Source: an optimization exercise on an open RTL-to-GDS flow (aim: small area, a short achievable clock period and few clock cycles per item). Production flows keep margins and buffers that such runs may drop.
RTL that was checked went through simulation tests only; none was proved equivalent to the original.
Function not checked in runs 2 and 3: the RTL went through the layout flow alone.
Power is estimated from default activity; no workload was simulated.

<file path="flow/flow/run.sh">
#!/bin/bash
# Standard layout, with the timing repair asked to reach a larger setup slack
# than the default, and plain buffers on the ports.
set -euo pipefail
bash standard.sh SETUP_SLACK_MARGIN=8.4 "BUFFER_PORTS_ARGS=-buffer_cell sky130_fd_sc_hd__buf_2" finish > standard_flow.log 2>&1
</file>
<file path="flow/standard.sh">
#!/bin/bash
# synth_recipe.tcl (not shown) runs the flow's synth.tcl, then flattens the netlist and writes it again
# the make line also repeats each setting of config.mk as NAME=value (left out here)
make -C /OpenROAD-flow-scripts/flow DESIGN_CONFIG=/design/flow/config.mk WORK_HOME=/design/flow/orfs CLKGATE_MAP_FILE= SYNTH_SCRIPT=/design/flow/synth_recipe.tcl "${@:-finish}"
</file>
<file path="flow/config.mk">
export PLATFORM = sky130hd
export DESIGN_NAME = bm_select
export DESIGN_NICKNAME = bm_select
export VERILOG_FILES = /design/flow/design.v
export SDC_FILE = /design/flow/constraint.sdc
export NUM_CORES = 4
export LEC_CHECK = 0
export CAP_MARGIN = 20
export CORE_MARGIN = 2
export CORE_UTILIZATION = 65
export SLEW_MARGIN = 20
</file>
<file path="flow/constraint.sdc">
create_clock -name core_clock -period 12.0 [get_ports {clk}]
set_input_delay 2.4000 -clock core_clock [delete_from_list [all_inputs] [get_ports {clk}]]
set_output_delay 2.4000 -clock core_clock [all_outputs]
set_load 0.01 [all_outputs]
</file>
<file path="flow/design.v">
module bm_select (
    input  wire        clk,
    input  wire        rst,
    input  wire [11:0] cfg_dmin,
    input  wire [31:0] cfg_tex,
    input  wire [31:0] cfg_uniq,
    input  wire        cfg_sp,
    input  wire        s_valid,
    output wire        s_ready,
    input  wire [32:0] s_cost,
    input  wire        s_eval,
    input  wire        s_last,
    input  wire [32:0] s_text,
    output wire        m_valid,
    input  wire        m_ready,
    output wire [15:0] m_disp
);
    reg  [32:0] c_r;         
    reg         e_r, l_r, v_r;
    reg  [5:0]  k;           
    reg         pend;        
    reg         mv;
    reg         srdy;
    reg  [15:0] disp;
    reg         found;
    reg  [32:0] B;
    reg  [5:0]  p;
    reg         d2;          
    reg         hasF;
    reg  [32:0] F;
    reg         aok;
    reg  [35:0] A;           
    reg  [34:0] bS;          
    reg  [32:0] prev;
    reg         pe;
    reg         dvo;         
    reg  [2:0]  dst;         
    reg         ds;          
    reg  [2:0]  dn;          
    reg  [4:0]  q;
    reg  [31:0] U;           
    reg         uq_r;        
    reg         uok;         
    reg         rs;          
    reg  [42:0] acc;         
    reg         sat;         
    reg         mact;        
    reg  [4:0]  mi;          
    reg  [1:0]  dig;         
    reg  [11:0] dmin_r;
    reg         sp_r;
    reg         t_gt, t_eq, t_ge;
    assign s_ready = srdy;
    assign m_valid = mv;
    assign m_disp  = disp;
    function automatic lt33(input [32:0] a, input [32:0] b);
        integer i;
        reg r;
        begin
            r = 1'b0;
            for (i = 0; i < 33; i = i + 1)
                r = (~a[i] & b[i]) | (~a[i] & r) | (b[i] & r);
            lt33 = r;
        end
    endfunction
    function automatic ltt(input [32:0] a, input [32:0] b);
        integer i, w;
        reg [32:0] l, e;
        begin
            l = ~a & b;
            e = ~(a ^ b);
            for (w = 1; w < 33; w = w * 2)
                for (i = 0; i + w < 33; i = i + 2 * w) begin
                    l[i] = l[i + w] | (e[i + w] & l[i]);
                    e[i] = e[i + w] & e[i];
                end
            ltt = l[0];
        end
    endfunction
    wire        fire = s_valid && srdy;
    wire        proc = v_r;
    wire [32:0] c    = c_r;
    wire        k0   = (k == 6'd0);
    wire        fnd  = found && !k0;
    wire        nb   = e_r && (!fnd || lt33(c, B));
    wire        isb  = fnd && !nb && !d2;
    wire        fupd = fnd && !nb && d2 && e_r && (!hasF || lt33(c, F));
    wire        a_lt_f = lt33(A[32:0], F);
    wire        dstart = isb && e_r && aok && sp_r;
    wire mdone   = !rs && !mact;
    wire ovf     = sat || (acc[42:40] != 3'd0);    
    wire ddone   = (dst == 3'd0) && !ds;
    wire bg_done = (!found || !hasF || uok) && (!dvo || ddone);
    wire fin     = pend && bg_done && !mv;
    reg  [5:0] k_n;
    reg        pend_n, mv_n, found_n, d2_n, hasF_n, aok_n, pe_n, dvo_n, rs_n;
    reg  [2:0] dst_n;
    reg        ds_n;
    reg  [2:0] dn_n;
    reg        mact_n;
    wire [32:0] V     = {1'b0, U} + 33'd100;
    wire [33:0] Vx    = {1'b0, V};
    wire [4:0] mstart = V[32]           ? 5'd16 :
                        |V[31:24]       ? 5'd15 :
                        |V[23:16]       ? 5'd11 :
                        |V[15:8]        ? 5'd7  : 5'd3;
    always @* begin
        k_n = k; pend_n = pend; found_n = found; d2_n = d2; hasF_n = hasF;
        aok_n = aok; pe_n = pe; dvo_n = dvo; rs_n = 1'b0; mact_n = mact;
        dst_n = {1'b0, dst[2:1]}; ds_n = ds; dn_n = dn;
        mv_n = fin || (mv && !m_ready);
        if (proc && l_r)    pend_n = 1'b1;
        else if (fin)       pend_n = 1'b0;
        if (rs)                 mact_n = 1'b1;
        else if (mi == 5'd0 || ovf) mact_n = 1'b0;
        if (dst[0]) begin
            ds_n = 1'b1;
            dn_n = 3'd5;
        end else if (ds) begin
            dn_n = dn - 3'd1;
            if (dn == 3'd1) ds_n = 1'b0;
        end
        if (proc) begin
            k_n  = l_r ? 6'd0 : k + 6'd1;
            pe_n = e_r;
            if (nb) begin
                found_n = 1'b1;
                d2_n    = 1'b0;
                hasF_n  = fnd && (d2 || hasF || aok);
                aok_n   = pe && !k0;
                dvo_n   = 1'b0;
                dst_n   = 3'd0;
                ds_n    = 1'b0;
                rs_n    = 1'b1;
            end else begin
                if (k0) begin
                    found_n = 1'b0;
                    hasF_n  = 1'b0;
                    aok_n   = 1'b0;
                    dvo_n   = 1'b0;
                    dst_n   = 3'd0;
                    ds_n    = 1'b0;
                end
                if (fnd)  d2_n   = 1'b1;
                if (fupd) hasF_n = 1'b1;
                if (dstart) begin
                    dvo_n  = 1'b1;
                    dst_n  = 3'b100;
                    ds_n   = 1'b0;
                end
            end
        end
    end
    wire f_we      = proc && (nb ? (fnd && (d2 || (aok && (!hasF || a_lt_f)))) : fupd);
    wire uok_n     = !f_we && !rs && !mact;
    wire bg_done_n = (!found_n || !hasF_n || uok_n) && (!dvo_n || (dst_n == 3'd0 && !ds_n));
    wire srdy_n    = !(fire && s_last) && (!pend_n || (bg_done_n && !mv_n));
    wire [4:0]  mi_n = rs ? mstart : mi - 5'd1;
    wire        v_hi = dig[1];
    wire        v_lo = dig[0];
    wire [42:0] madd = {acc[40:0], 2'b00} + (v_hi ? {9'd0, B, 1'b0} : 43'd0)
                                         + (v_lo ? {10'd0, B} : 43'd0);
    wire [35:0] dx    = dst[2] ? A : ds ? {A[34:0], 1'b0} : {1'b0, bS};
    wire [35:0] dy    = dst[0] ? A : ds ? {1'b0, bS} : {3'b0, B};
    wire        dsub  = !(dst[0] || (ds && A[35]));
    wire [35:0] dsum  = dx + (dsub ? ~dy : dy) + {35'd0, dsub};
    wire        qb    = !dsum[35];
    wire [40:0] usum   = {2'b0, F, 6'd0} + {3'b0, F, 5'd0} + {6'b0, F, 2'd0} + {1'b0, ~acc[39:0]};
    wire        uq     = !hasF || (!ovf && uq_r);
    wire        tex_ok = t_gt || (t_eq && t_ge);
    wire        pre_ok = found && tex_ok;
    wire [5:0]  qm     = {1'b0, q} - 6'd15;
    wire [4:0]  off    = dvo ? qm[5:1] : 5'd0;
    wire [11:0] d_ok   = dmin_r + {6'd0, p} - {11'd0, off[4]};
    wire [11:0] d_bad  = dmin_r - 12'd1;
    wire [15:0] val_ok  = sp_r ? {d_ok, off[3:0]} : {{4{d_ok[11]}}, d_ok};
    wire [15:0] val_bad = sp_r ? {d_bad, 4'd0}    : {{4{d_bad[11]}}, d_bad};
    always @(posedge clk) begin
        if (rst) begin
            v_r   <= 1'b0;
            k     <= 6'd0;
            pend  <= 1'b0;
            mv    <= 1'b0;
            srdy  <= 1'b1;
            found <= 1'b0;
            d2    <= 1'b0;
            hasF  <= 1'b0;
            aok   <= 1'b0;
            pe    <= 1'b0;
            dvo   <= 1'b0;
            dst   <= 3'd0;
            ds    <= 1'b0;
            rs    <= 1'b0;
            mact  <= 1'b0;
            uok   <= 1'b0;
        end else begin
            v_r   <= fire;
            k     <= k_n;
            pend  <= pend_n;
            mv    <= mv_n;
            srdy  <= srdy_n;
            found <= found_n;
            d2    <= d2_n;
            hasF  <= hasF_n;
            aok   <= aok_n;
            pe    <= pe_n;
            dvo   <= dvo_n;
            dst   <= dst_n;
            ds    <= ds_n;
            dn    <= dn_n;
            rs    <= rs_n;
            mact  <= mact_n;
            uok   <= uok_n;
        end
    end
    always @(posedge clk) begin
        uq_r <= usum[40];
        if (fin)
            disp <= (pre_ok && uq) ? val_ok : val_bad;
        if (rs || mact) begin
            mi  <= mi_n;
            dig <= {Vx[{mi_n, 1'b1}], Vx[{mi_n, 1'b0}]};
        end
        if (rs) begin
            acc <= 43'd0;
            sat <= 1'b0;
        end else if (mact) begin
            acc <= madd;
            sat <= ovf;
        end
        if (proc && nb)
            A <= {3'b0, prev};
        else if (dst[2] || ds)
            A <= dsum;
        if (dst[1] || dst[0])
            bS <= dsum[34:0];
        else if (proc && fnd && !d2)
            bS <= {2'b0, c};
        if (ds)
            q <= {q[3:0], qb};
        c_r <= s_cost;
        e_r <= s_eval;
        l_r <= s_last;
        if (srdy) begin
            U      <= cfg_uniq;
            dmin_r <= cfg_dmin;
            sp_r   <= cfg_sp;
            t_gt   <= ltt({17'd0, cfg_tex[31:16]}, {16'd0, s_text[32:16]});
            t_eq   <= s_text[32:16] == {1'b0, cfg_tex[31:16]};
            t_ge   <= !ltt({17'd0, s_text[15:0]}, {17'd0, cfg_tex[15:0]});
        end
        if (proc) begin
            prev   <= c;
            if (nb) begin
                B <= c;
                p <= k;
                if (fnd && (d2 || (aok && (!hasF || a_lt_f))))
                    F <= d2 ? B : A[32:0];
            end else if (fupd)
                F <= c;
        end
    end
endmodule
</file>
==> results.txt, run 1 <==
- GRT overflow: 0
- LEAKAGE: roughly 13 nW
- Worst path required time: roughly 12 ns
- Initial drt markers: roughly 2,600
- DP HPWL: between 50,000 and 60,000 um
- Clock latency (worst-skew pair): just under 0.6 ns
- Pin slew with the least headroom to its limit: 1.066 ns
- Worst slack at placement: about 7 ns
- Clock Tree Buf Depth: 3
- Syn. warnings: 1
- Hold path startpoint: acc[23]$_SDFFE_PP0P_
- Critical path buffers and inverters: 4
- First-pass GRT wire length: between 100,000 and 150,000 um
- PortBufs: between 150 and 200
- Syn Area/Cell: ~9.5 um2
- Clk_skew: about 0.020 ns
- Max Slew Vio Count: 0
- Cells after synthesis: 2,750
- CP Launch Type: flip-flop
- CTS root buffer: clkbuf_16
- Ys async rst share: 0
- Switching Share: 0.3271
- Syn_nets: 3,169
- NetSw: about 0.0013 W
- # IOs: 167
- Pin count of the biggest net entering global routing: 67
- Flops & latches, synth: between 300 and 400
- Post-CTS Hold Buffers: 0
- Worst-path clk slew: about 0.060 ns
- WL final: between 70,000 and 80,000 um
- Worst vdd ir: around 0.14 mV
- DRC: 0
- Crit-path max cell delay: approximately 0.48 ns
- Most used cell, CP: o21a_1
- Final Wtd Congestion: between 0.9 and 1
- Hold Path Class: reg -> reg
- Via density per instance: about 6.4
- Core Rows: 73
- CP cell instances: buf_12 > nand2_4 > fa_1 > inv_1 > ha_2 > inv_2 > fa_2 > nor2b_4 > o21a_1 > o21ai_2 > a21oi_4 > o2111ai_4 > a2111oi_4 > o41a_1 > buf_4 > o21a_1 > or3_1 > a32o_1
- Final setup TNS: 0 ns
- CTS tree: yes
- Final worst slack: 7.999 ns
- Part of the power in combinational logic: 0.305
- Antenna-violating nets left: 0
- Setup Crit Path Kind: reg -> reg
- Die area: 0.04187 mm2
- Critical Path AT: 4.47 ns
- Commonest non-fill, non-tap cell in the layout: nand2_1
- Initial antenna violation count: 1
- Sequential share of power: 0.369
- Critical path endpoint category: flip-flop
- H-tree depth: 2
- Fin crit share: 0.3334
- Setup repair after global routing missed its margin: yes
- Clk pwr share: 0.325
- Internal: roughly 0.0027 W
- Seq/Total Area, Yosys: 0.3703
- Pwr per Cell Area: between 100 and 150 mW/mm2
- Synthesized area: approximately 0.026 mm2
- WHS Endpoint: acc[23]$_SDFFE_PP0P_
- GRT Overall Usage: 0.3655
- R2R Setup Slk: ~8.0 ns
- Initial DRT Pass Iterations: 8
- Status: complete, no violations
- R2r endpoint: acc[34]$_SDFFE_PP0P_
- Post-synth EDFFs: roughly 250
- Critical path peak fanout: 5
- Worst r2r src: dig[1]$_DFFE_PP_
- DR vias: between 20,000 and 25,000
- Fmax achieved: approximately 0.25 GHz
- Total clock sinks: about 360
- Core region area: 0.03973 mm2
- Synth top area share: 0.2892
- Core Util, Final: 0.7899
- Number of max-cap violations: 0
- Yosys top cell by area: edfxtp_1
- Die H: 204.6 um
- Synth cell types: slightly above 90
- Final min period: around 4.0 ns
- Worst Reg2Reg Path Length in Cells: 18
- Final setup vio count: 0
- Most frequent cells in the layout: nand2_1, inv_1, edfxtp_1, buf_2, nor2_1
- CP top delay family: compound AO/OA/AOI/OAI gates
- Fraction of layout cells with a size suffix above 1: 0.1971
- CP max stage cell: fa_1
- CP Depth: 18
- WHS Path Cells: 2
- Die width: ~200 um
- Synth top area cells: edfxtp_1, ha_1, dfxtp_1, fa_1, nand2_1
- Top FF cell, synth: edfxtp_1
- Total Power: a little over 0.004 W
- Starting Density: 0.6585
- Ant diodes: 0
- Hold Fails Final Rpt: 0
- Slew margin rel.: 0.2895
- Final nets: 3,441
- CTS Buf Count: 41
- Vias in the first global route: between 20,000 and 25,000
- Routed len/inst: between 20 and 25 um
- Layout area overhead: 19.96%
## tightest hold or removal path, delay by kind of cell, from the launching register on
| family | cells | cell delay [ns] |
|---|---|---|
| AND/OR/NAND/NOR | 1 | 0.06 |
| flip-flops | 1 | 0.31 |
| AO/OA/AOI/OAI | 1 | 0.05 |
## state kept, by name, summed over array words and instances, names as in the netlist, 2 cells and up
register  cells
acc          43
A            36
bS           35
B            33
F            33
c_r          33
prev         33
U            32
disp         16
dmin_r       12
k             6
p             6
mi            5
q             5
dn            3
dst           3
dig           2
## Yosys cell counts, drive strengths merged (76+ instances only)
| cell | count |
|---|---|
| a21oi | 156 |
| clkbuf | 76 |
| dfxtp | 106 |
| edfxtp | 252 |
| fa | 96 |
| ha | 174 |
| inv | 293 |
| mux2i | 101 |
| nand2 | 297 |
| nor2 | 158 |
| o21ai | 176 |
| xnor2 | 105 |
## layout make-up
type,count,area (um2)
clock inverters,24,237.7
flip-flops and latches,358,9711
well taps,525,656.9
multi-input cells,2007,16110
repair buffers,320,2379
fillers,2582,8347
inverters,294,1134
clock buffers,52,1161
## metal layers
layer / up-vias / part of all wire / GRT usage
met3: 265 / 0.092 / 0.05934
met4: 0 / 0.053 / 0.1628
met1: 10998 / 0.39 / 0.4750
met5: - / 0 / 0
met2: 1247 / 0.46 / 0.6029
li1: 10377 / - / -
## worst max-delay path by stage
stage / from / to / slack, ns
6_report: dig[1]$_DFFE_PP_ / acc[34]$_SDFFE_PP0P_ / 8.00
5_1_grt: dig[1]$_DFFE_PP_ / acc[34]$_SDFFE_PP0P_ / 7.85
4_1_cts: dig[1]$_DFFE_PP_ / acc[42]$_SDFFE_PP0P_ / 8.00
3_5_place_dp: dig[1]$_DFFE_PP_ / acc[42]$_SDFFE_PP0P_ / 7.21
3_3_place_gp: dig[1]$_DFFE_PP_ / acc[42]$_SDFFE_PP0P_ / 7.31
2_1_floorplan: s_text[1] / t_ge$_DFFE_PP_ / 8.12
## per-stage QoR
stage	instances	hold slack, ns	cell area, um2
final	3580	0.4711	31390
after global routing	3580	0.4883	31390
after CTS	3525	0.4682	30390
after detailed placement	3366	0.4589	27660
after global placement	3366	0.4545	27660
after floorplan	2750	0.4264	26430
## logic make-up (layout without fill, tap and decap cells)
family / count (synthesis) / count (layout) / synth area share
buffers and inverters: 387 / 690 / 0.05605
flip-flops: 358 / 358 / 0.3703
multiplexers: 138 / 138 / 0.05456
AO/OA/AOI/OAI: 684 / 685 / 0.1705
adder cells (fa/ha/maj): 302 / 302 / 0.1689
AND/OR/NAND/NOR: 739 / 740 / 0.1321
XOR/XNOR: 142 / 142 / 0.04753
## power by group through the flow
| stage | clock [W] | combinational (W) | sequential [W] |
|---|---|---|---|
| 3_3_place_gp | 0 | 0.00103 | 0.00152 |
| 6_report | 0.00132 | 0.00124 | 0.00150 |
| 2_1_floorplan | 0 | 0.000800 | 0.00150 |
| 3_5_place_dp | 0 | 0.00107 | 0.00152 |
| 4_1_cts | 0.00133 | 0.00117 | 0.00150 |
| 5_1_grt | 0.00138 | 0.00138 | 0.00151 |
## repair_timing
item / 4_1_cts / 5_1_grt
cloned: 8 / 1
endpoints found under the setup margin: 170 / 197
pin swaps: 78 / 83
gates resized for setup: 109 / 134
buffers inserted: 75 / 54
Testbench counts, summed over its fixed seeds: cycles 52,880, pixels 1,280.
==> run 2, diff against run 1 <==
--- a/flow/design.v
+++ b/flow/design.v
@@ -88,7 +88,6 @@
     wire        a_lt_f = lt33(A[32:0], F);
     wire        dstart = isb && e_r && aok && sp_r;
     wire mdone   = !rs && !mact;
-    wire ovf     = sat || (acc[42:40] != 3'd0);    
     wire ddone   = (dst == 3'd0) && !ds;
     wire bg_done = (!found || !hasF || uok) && (!dvo || ddone);
     wire fin     = pend && bg_done && !mv;
@@ -112,7 +111,7 @@
         if (proc && l_r)    pend_n = 1'b1;
         else if (fin)       pend_n = 1'b0;
         if (rs)                 mact_n = 1'b1;
-        else if (mi == 5'd0 || ovf) mact_n = 1'b0;
+        else if (mi == 5'd0)    mact_n = 1'b0;
         if (dst[0]) begin
             ds_n = 1'b1;
             dn_n = 3'd5;
@@ -160,6 +159,7 @@
     wire        v_lo = dig[0];
     wire [42:0] madd = {acc[40:0], 2'b00} + (v_hi ? {9'd0, B, 1'b0} : 43'd0)
                                          + (v_lo ? {10'd0, B} : 43'd0);
+    wire        ovf  = sat || (acc[42:40] != 3'd0);    
     wire [35:0] dx    = dst[2] ? A : ds ? {A[34:0], 1'b0} : {1'b0, bS};
     wire [35:0] dy    = dst[0] ? A : ds ? {1'b0, bS} : {3'b0, B};
     wire        dsub  = !(dst[0] || (ds && A[35]));
==> flow/flow/run.sh (replaced) <==
#!/bin/bash
# Standard layout, with the post-placement and post-CTS/GRT timing repair asked
# to reach a larger setup slack than the default.
set -euo pipefail
bash standard.sh SETUP_SLACK_MARGIN=8 finish > standard_flow.log 2>&1
--- a/flow/config.mk
+++ b/flow/config.mk
@@ -7,5 +7,5 @@
 export LEC_CHECK = 0
 export CAP_MARGIN = 20
 export CORE_MARGIN = 2
-export CORE_UTILIZATION = 65
+export CORE_UTILIZATION = 40
 export SLEW_MARGIN = 20
==> run 2 against run 1 <==
  * Sequential cell count did not move
  * Total power rose by 5.6%
  * Highest routed layer is now met5
  * Via count fell by 4.2%
  * Sequential power barely moved
  * Sequential share of layout area fell by 0.92 points
  * Still clean
  * Synthesized cell count rose by 1.7%
  * Global-route usage fell by 15 points
  * Critical endpoint is now acc[40]$_SDFFE_PP0P_
  * Die area rose by 63%
  * Critical path depth fell by 1
  * First-iteration DRC count fell by 30%
  * Register-to-register slack got worse by 0.05 ns
==> results.txt, run 2 <==
- CP max stage cell: fa_1
- Layout area overhead: 21.91%
- Pin count of the biggest net entering global routing: 67
- Final nets: roughly 3,400
- NetSw: 0.001363 W
- Clk pwr share: 0.337
- Commonest non-fill, non-tap cell in the layout: inv_1
- # fillers: 5,926
- Status: complete, no violations
- Crit-path max cell delay: 0.48 ns
- Antenna-violating nets left: 0
- Max Slew Vio Count: 0
- Yosys top cell by area: edfxtp_1
- Layout Cells excl Fill: between 3,000 and 4,000
- WHS Path Cells: 2
- Syn_nets: ~3,200
- Final min period: 4.048 ns
- Most frequent cells in the layout: inv_1, nand2_1, edfxtp_1, clkdlybuf4s50_1, nor2_1
- Multi-input logic area: 0.01587 mm2
- Die H: 261.6 um
- CP cell instances: buf_12 > nand2_4 > fa_1 > inv_2 > ha_4 > inv_2 > fa_2 > nor2b_1 > o21a_1 > o21ai_4 > a2111oi_4 > o311ai_4 > a2111oi_4 > nor2_2 > a21oi_4 > mux2i_1 > o2111a_1
- Largest Register: acc
- Seq/Total Area, Yosys: 0.3651
- Die width: between 200 and 300 um
- Fraction of layout cells with a size suffix above 1: 0.1171
- Clock latency (worst-skew pair): approximately 0.60 ns
- Initial drt markers: roughly 1,800
- Starting Density: 0.4036
- Worst r2r src: dig[0]$_DFFE_PP_
- Switching Share: 0.3178
- Placed cells: 3,741
- R2R Setup Slk: 7.95 ns
- Worst-path clk slew: 0.06 ns
- Ys async rst share: 0
- Top FF cell, synth: edfxtp_1
- Fin crit share: 0.3373
- Hold Fails Final Rpt: 0
- Syn Area/Cell: ~9.5 um2
- GRT overflow: 0
- Hold path startpoint: pe$_SDFFE_PP0P_
- Initial antenna violation count: 3
- CTS Buf Count: between 40 and 50
- Most common cell in the synthesized netlist: inv_1
- CTS tree: yes
- Die area: between 0.06 and 0.07 mm2
- Final setup vio count: 0
- Core Rows: between 90 and 100
- Part of the power in combinational logic: 0.308
- DP HPWL: between 50,000 and 60,000 um
- Synth top area share: 0.2852
- Final setup TNS: 0 ns
- R2r endpoint: acc[40]$_SDFFE_PP0P_
- Final Wtd Congestion: 0.8657
- Synth cell types: 95
- WHS Endpoint: pe$_SDFFE_PP0P_
- CTS root buffer: clkbuf_16
- Critical path endpoint category: flip-flop
- DRC: 0
- Regs by FF count: acc: 43 flops, A: 36 flops, bS: 35 flops
- Flops & latches, synth: between 300 and 400
- Number of flip-flops in the largest register: 43
- PortBufs: 166
- Via density per instance: 5.589
- Cells after synthesis: 2,796
- CP Launch Type: flip-flop
- Syn. warnings: 1
- Fmax achieved: between 0.2 and 0.25 GHz
- # IOs: 167
- Critical Path AT: between 4 and 5 ns
- Vias in the first global route: ~21,000
- Synth top area cells: edfxtp_1, ha_1, dfxtp_1, fa_1, inv_1
- Pwr per Cell Area: roughly 130 mW/mm2
- Number of max-cap violations: 0
- Worst Setup SP: dig[0]$_DFFE_PP_
- GRT Overall Usage: 0.2196
- Total clock sinks: between 300 and 400
- Core region area: roughly 0.066 mm2
- Post-CTS Hold Buffers: 0
- Clk_skew: approximately 0.037 ns
- Worst path required time: ~13 ns
- Routed len/inst: 19.82 um
- LEAKAGE: 12.86 nW
- Sequential Area: 0.009712 mm2
- H-tree depth: 2
- Initial DRT Pass Iterations: 7
- Pin slew with the least headroom to its limit: just under 1 ns
- WL final: 77,740 um
- Slew margin rel.: 0.3359
- Clock Tree Buf Depth: 3
- Critical path peak fanout: 6
- Setup Crit Path Kind: reg -> reg
- First-pass GRT wire length: between 100,000 and 150,000 um
- Internal: 0.002926 W
- Sequential share of power: 0.355
- Post-synth EDFFs: 252
- Setup repair after global routing missed its margin: yes
- Synthesized area: ~0.027 mm2
- Hold Path Class: reg -> reg
- DR vias: between 20,000 and 25,000
- Worst vdd ir: about 0.09 mV
- Worst Reg2Reg Path Length in Cells: 17
- Synth top cells by count: inv_1, nand2_1, edfxtp_1
[run 2: kinds of logic after synthesis]
logic type | share of synthesized area
compound gates | 0.1765
xor+xnor | 0.03994
fa+ha+maj | 0.1639
buf+inv | 0.05899
flops | 0.3651
mux | 0.05790
simple gates | 0.1375
[run 2: layout make-up]
cell class | count | share of cell area
multi-input combinational | 2031 | 0.4904
timing repair buffer | 281 | 0.09166
antenna | 3 | 0.0002321
clock inverter | 13 | 0.004835
tap | 864 | 0.03342
clock buffer | 69 | 0.04390
sequential | 358 | 0.3002
inverter | 304 | 0.03531
[run 2: what timing repair did]
item / CTS / global route
gates cloned: 5 / 3
gates resized for setup: 72 / 101
setup buffers: 19 / 70
pin swaps: 24 / 57
setup endpoints to repair: 213 / 163
[run 2: how the worst max path moves through the flow]
stage | end | depth (start not counted) | slack (ns)
floorplan | acc[37]$_SDFFE_PP0P_ | 14 | 8.00
global placement | acc[35]$_SDFFE_PP0P_ | 14 | 6.76
detailed placement | acc[37]$_SDFFE_PP0P_ | 14 | 6.60
CTS | acc[37]$_SDFFE_PP0P_ | 18 | 7.95
global route | acc[36]$_SDFFE_PP0P_ | 18 | 7.73
finish | acc[40]$_SDFFE_PP0P_ | 17 | 7.95
[run 2: critical path: cells and delay by family (launching register included)]
family	cells	cell delay, ns
AO/OA/AOI/OAI	7	1.84
buffers and inverters	3	0.27
adder cells (fa/ha/maj)	3	0.98
AND/OR/NAND/NOR	3	0.28
multiplexers	1	0.22
flip-flops	1	0.42
[run 2: layer usage]
metal  wire length, um  global-route usage  vias up
met3              4760             0.03581      141
met5                13                   0        -
met2             37580              0.3734      676
li1                  -                   -    10479
met1             33270              0.2874    10627
met4              2123             0.06424        2
[run 2: power groups by stage]
stage	Combinational, W	Sequential, W	Clock [W]
after global routing	0.00148	0.00154	0.00152
after global placement	0.00111	0.00155	0
after detailed placement	0.00114	0.00155	0
final	0.00132	0.00152	0.00145
after floorplan	0.000861	0.00151	0
after CTS	0.00120	0.00152	0.00148
[run 2: per-stage QoR]
stage                     utilization  power (W)  cell area (um2)  hold slack [ns]  setup WS (ns)
final                          0.4920   0.004290            32350           0.4568          7.952
after global routing           0.4920   0.004534            32350           0.4964          7.733
after CTS                      0.4752   0.004201            31250           0.4583          7.955
after detailed placement       0.4416   0.002692            29040           0.4507          6.601
after global placement         0.4416   0.002658            29040           0.4475          6.764
after floorplan                     -   0.002374            26570           0.4280          8.004
==> run 3, diff against run 2 <==
--- a/flow/design.v
+++ b/flow/design.v
@@ -88,6 +88,7 @@
     wire        a_lt_f = lt33(A[32:0], F);
     wire        dstart = isb && e_r && aok && sp_r;
     wire mdone   = !rs && !mact;
+    wire ovf     = sat || (acc[42:40] != 3'd0);    
     wire ddone   = (dst == 3'd0) && !ds;
     wire bg_done = (!found || !hasF || uok) && (!dvo || ddone);
     wire fin     = pend && bg_done && !mv;
@@ -111,7 +112,7 @@
         if (proc && l_r)    pend_n = 1'b1;
         else if (fin)       pend_n = 1'b0;
         if (rs)                 mact_n = 1'b1;
-        else if (mi == 5'd0)    mact_n = 1'b0;
+        else if (mi == 5'd0 || ovf) mact_n = 1'b0;
         if (dst[0]) begin
             ds_n = 1'b1;
             dn_n = 3'd5;
@@ -155,11 +156,11 @@
     wire bg_done_n = (!found_n || !hasF_n || uok_n) && (!dvo_n || (dst_n == 3'd0 && !ds_n));
     wire srdy_n    = !(fire && s_last) && (!pend_n || (bg_done_n && !mv_n));
     wire [4:0]  mi_n = rs ? mstart : mi - 5'd1;
-    wire        v_hi = dig[1];
-    wire        v_lo = dig[0];
-    wire [42:0] madd = {acc[40:0], 2'b00} + (v_hi ? {9'd0, B, 1'b0} : 43'd0)
+    wire        v_hi = dig[1] && !rs;
+    wire        v_lo = dig[0] && !rs;
+    wire [40:0] acc_e = rs ? 41'd0 : acc[40:0];
+    wire [42:0] madd = {acc_e, 2'b00} + (v_hi ? {9'd0, B, 1'b0} : 43'd0)
                                          + (v_lo ? {10'd0, B} : 43'd0);
-    wire        ovf  = sat || (acc[42:40] != 3'd0);    
     wire [35:0] dx    = dst[2] ? A : ds ? {A[34:0], 1'b0} : {1'b0, bS};
     wire [35:0] dy    = dst[0] ? A : ds ? {1'b0, bS} : {3'b0, B};
     wire        dsub  = !(dst[0] || (ds && A[35]));
@@ -221,12 +222,9 @@
             mi  <= mi_n;
             dig <= {Vx[{mi_n, 1'b1}], Vx[{mi_n, 1'b0}]};
         end
-        if (rs) begin
-            acc <= 43'd0;
-            sat <= 1'b0;
-        end else if (mact) begin
+        if (rs || mact) begin
             acc <= madd;
-            sat <= ovf;
+            sat <= ovf && !rs;
         end
         if (proc && nb)
             A <= {3'b0, prev};
==> flow/flow/run.sh (replaced) <==
#!/bin/bash
# Standard layout, with the timing repair asked to reach a larger setup slack
# than the default, and plain buffers on the ports.
set -euo pipefail
bash standard.sh SETUP_SLACK_MARGIN=8 "BUFFER_PORTS_ARGS=-buffer_cell sky130_fd_sc_hd__buf_2" finish > standard_flow.log 2>&1
--- a/flow/config.mk
+++ b/flow/config.mk
@@ -7,5 +7,5 @@
 export LEC_CHECK = 0
 export CAP_MARGIN = 20
 export CORE_MARGIN = 2
-export CORE_UTILIZATION = 40
+export CORE_UTILIZATION = 65
 export SLEW_MARGIN = 20
==> run 3 against run 2 <==
  * Register-to-register slack worse by 0.02 ns
  * Clock skew is 0.018 ns lower
  * Non-clock buffer count shrank 32
  * Worst hold slack gained 0.032 ns
  * Synthesized cell count decreased by 0.93%
  * Die area fell by 38%
  * Core utilization grew 27 points
  * Count of clock-buffer cells in the layout down 12
  * Setup slack worse by 0.021 ns
  * Sequential share of layout area up 3.4 points
  * Combinational power decreased by 61%
  * Largest cell class unchanged
  * Largest power group unchanged
==> results.txt, run 3 <==
- Initial DRT Pass Iterations: 6
- Final Cell Area: 0.03033 mm2
- Cells after synthesis: 2,770
- Worst path required time: around 12 ns
- Vias in the first global route: ~22,000
- Post-synth EDFFs: between 200 and 300
- PortBufs: 166
- CP Launch Type: flip-flop
- Final nets: between 3,000 and 4,000
- Fin crit share: 0.3391
- Initial drt markers: between 2,000 and 3,000
- Internal: about 0.0024 W
- Initial antenna violation count: 3
- Largest Register: acc
- Regs by FF count: acc: 43 flops, A: 36 flops, bS: 35 flops
- H-tree depth: 2
- Post-CTS Hold Buffers: 0
- Ant diodes: 0
- Final worst slack: about 7.9 ns
- R2R Setup Slk: 7.93 ns
- First-pass GRT wire length: 117,500 um
- DP HPWL: ~53,000 um
- Starting Density: 0.6606
- WL final: slightly below 80,000 um
- Clock Tree Buf Depth: 3
- Placed Area: roughly 0.028 mm2
- Synthesized area: between 0.02 and 0.03 mm2
- Syn Area/Cell: around 9.5 um2
- LEAKAGE: about 13 nW
- Critical path buffers and inverters: 5
- GRT Overall Usage: 0.3582
- Critical path peak fanout: 8
- Commonest non-fill, non-tap cell in the layout: nand2_1
- Worst vdd ir: roughly 0.11 mV
- CP max stage cell: fa_1
- Switching Share: 0.2722
- Worst slack at placement: between 6 and 7 ns
- DRC: 0
- CP cell instances: buf_12 > nor2b_4 > buf_12 > and2_4 > fa_1 > ha_2 > inv_2 > fa_2 > nor2b_2 > o31a_1 > o211ai_1 > a21oi_2 > nor3_4 > o32ai_2 > buf_4 > a21oi_4 > a21oi_2 > buf_4 > and3_4 > o21a_1
- Via density per instance: ~6.3
- CP top delay family: compound AO/OA/AOI/OAI gates
- Hold Path Class: reg -> reg
- Antenna-violating nets left: 0
- Final setup TNS: 0 ns
- Pin slew with the least headroom to its limit: 1.108 ns
- Pin count of the biggest net entering global routing: 74
- Placed cells: about 3,400
- Core region area: around 0.040 mm2
- Ys async rst share: 0
- Number of flip-flops in the largest register: 43
- DR vias: between 20,000 and 25,000
- Max Slew Vio Count: 0
- Die H: approximately 200 um
- Part of the power in combinational logic: 0.159
- CTS tree: yes
- Synth top area cells: edfxtp_1, ha_1, fa_1, nand2_1, dfxtp_1
- Setup Crit Path Kind: reg -> reg
- Number of max-cap violations: 0
- Critical Path AT: between 4 and 5 ns
- Status: complete, no violations
- Synth cell types: 93
- # IOs: about 170
- Fraction of layout cells with a size suffix above 1: 0.1496
- Setup repair after global routing missed its margin: yes
- Top FF cell, synth: edfxtp_1
- Final Wtd Congestion: ~0.94
- Clk_skew: approximately 0.019 ns
- Hold Fails Final Rpt: 0
- Total clock sinks: 358
- Routed len/inst: approximately 22 um
- Core Rows: 73
- Most frequent cells in the layout: nand2_1, edfxtp_1, inv_1, buf_2, ha_1
- Critical path endpoint category: flip-flop
- Final min period: around 4.1 ns
- GRT overflow: 0
- Syn_nets: approximately 3,200
- Crit-path max cell delay: 0.42 ns
- Synth top area share: 0.3379
- Pwr per Cell Area: about 110 mW/mm2
- Layout area overhead: 15.28%
- Fmax achieved: between 0.2 and 0.25 GHz
- Layout Cells excl Fill: ~3,500
- Most common cell in the synthesized netlist: nand2_1
- Sequential share of power: 0.448
- Final setup vio count: 0
- CTS root buffer: clkbuf_16
- Yosys top cell by area: edfxtp_1
- Worst-path clk slew: about 0.060 ns
- Die area: approximately 0.042 mm2
- CTS Buf Count: 42
- Flops & latches, synth: 358
- Clock latency (worst-skew pair): roughly 0.58 ns
- NetSw: 0.0008883 W
- Clk pwr share: 0.393
- Seq/Total Area, Yosys: 0.3850
- Slew margin rel.: 0.2544
- Syn. warnings: 1
- Synth top cells by count: nand2_1, edfxtp_1, inv_1
- Die width: ~200 um
[run 3: layer usage]
metal | GRT usage | part of all wire | wire, um | vias to the layer above
met5 | 0 | 0.00017 | 13 | -
met4 | 0.1757 | 0.052 | 4029 | 2
met3 | 0.06335 | 0.098 | 7594 | 267
met2 | 0.5636 | 0.45 | 35030 | 1208
met1 | 0.4814 | 0.40 | 30510 | 10624
li1 | - | - | - | 10254
[run 3: final timing paths]
path | cells past startpoint | to | start
max reg2reg | 20 | acc[36]$_DFFE_PP_ | rs$_SDFF_PP0_
min | 2 | pe$_SDFFE_PP0P_ | pe$_SDFFE_PP0P_
min reg2reg | 2 | pe$_SDFFE_PP0P_ | pe$_SDFFE_PP0P_
max | 20 | acc[36]$_DFFE_PP_ | rs$_SDFF_PP0_
[run 3: cells by family after synthesis]
kind of cell,after synthesis,share of synthesized area
fa+ha+maj,300,0.1672
mux,97,0.03776
xor+xnor,126,0.04195
buf+inv,394,0.05754
flops,358,0.3850
simple gates,824,0.1447
compound gates,671,0.1658
[run 3: cell type report]
type / instances / area [um2]
timing repair buffer: 249 / 1872
inverter: 296 / 1117
tap: 525 / 656.9
clock buffer: 57 / 1147
multi-input combinational: 2021 / 15170
sequential: 358 / 10150
fill: 2799 / 9495
clock inverter: 21 / 210.2
[run 3: tightest hold or removal path, delay by kind of cell, from the launching register on]
family	cells	cell delay [ns]
and+or+nand+nor	1	0.07
DFF	1	0.32
AOI/OAI and AO/OA	1	0.06
[run 3: power groups by stage]
stage	logic [W]	registers [W]	clock network, W
finish	0.000520	0.00146	0.00128
global placement	0.000439	0.00149	0
global route	0.000575	0.00147	0.00134
detailed placement	0.000455	0.00149	0
floorplan	0.000339	0.00146	0
CTS	0.000484	0.00146	0.00129
[run 3: through the flow]
step | utilization | hold WS (ns) | power, W
detailed placement | 0.6925 | 0.4741 | 0.001942
global route | 0.7616 | 0.5023 | 0.003378
floorplan | - | 0.4394 | 0.001802
CTS | 0.7445 | 0.4859 | 0.003233
global placement | 0.6925 | 0.4591 | 0.001925
finish | 0.7616 | 0.4884 | 0.003263
[run 3: timing repair]
item	in CTS	in global routing
gates resized for setup	67	59
pin swaps	19	30
gates cloned	5	8
endpoints found under the setup margin	199	152
buffers inserted	29	26

[what the ideal ports hide]
How much do the figures lean on ideal ports? The routed layouts below were timed once more, with nothing changed but the port constraints.
Step 1 sets driving cells, clkbuf_16 on the clock port and buf_2 on the other inputs (assumed; they add their load-dependent delay and slew).
Step 2 adds t to the input delays and takes it off the output delays; t is the mean of the earliest and latest rising clock arrival at the registers after step 1. Input paths then give back, and output paths get back, about the clock's delay inside the block.
Slacks: ideal / step 1 / step 2; pairs: ideal / step 1.
run	t, ns	slack for setup (ns)	hold slack, ns	clock arrival spread, ns
run 1	0.620	7.999 / 7.999 / 7.841	0.471 / 0.471 / 0.471	0.022 / 0.022
run 2	0.641	7.952 / 7.952 / 7.506	0.457 / 0.457 / 0.457	0.037 / 0.037
run 3	0.631	7.931 / 7.931 / 7.545	0.488 / 0.488 / 0.488	0.025 / 0.025
After both steps setup and hold are still met in every run listed. The setup slack of run 2, which loses most, moves by 0.000 ns with the drivers and by -0.446 ns with both steps.
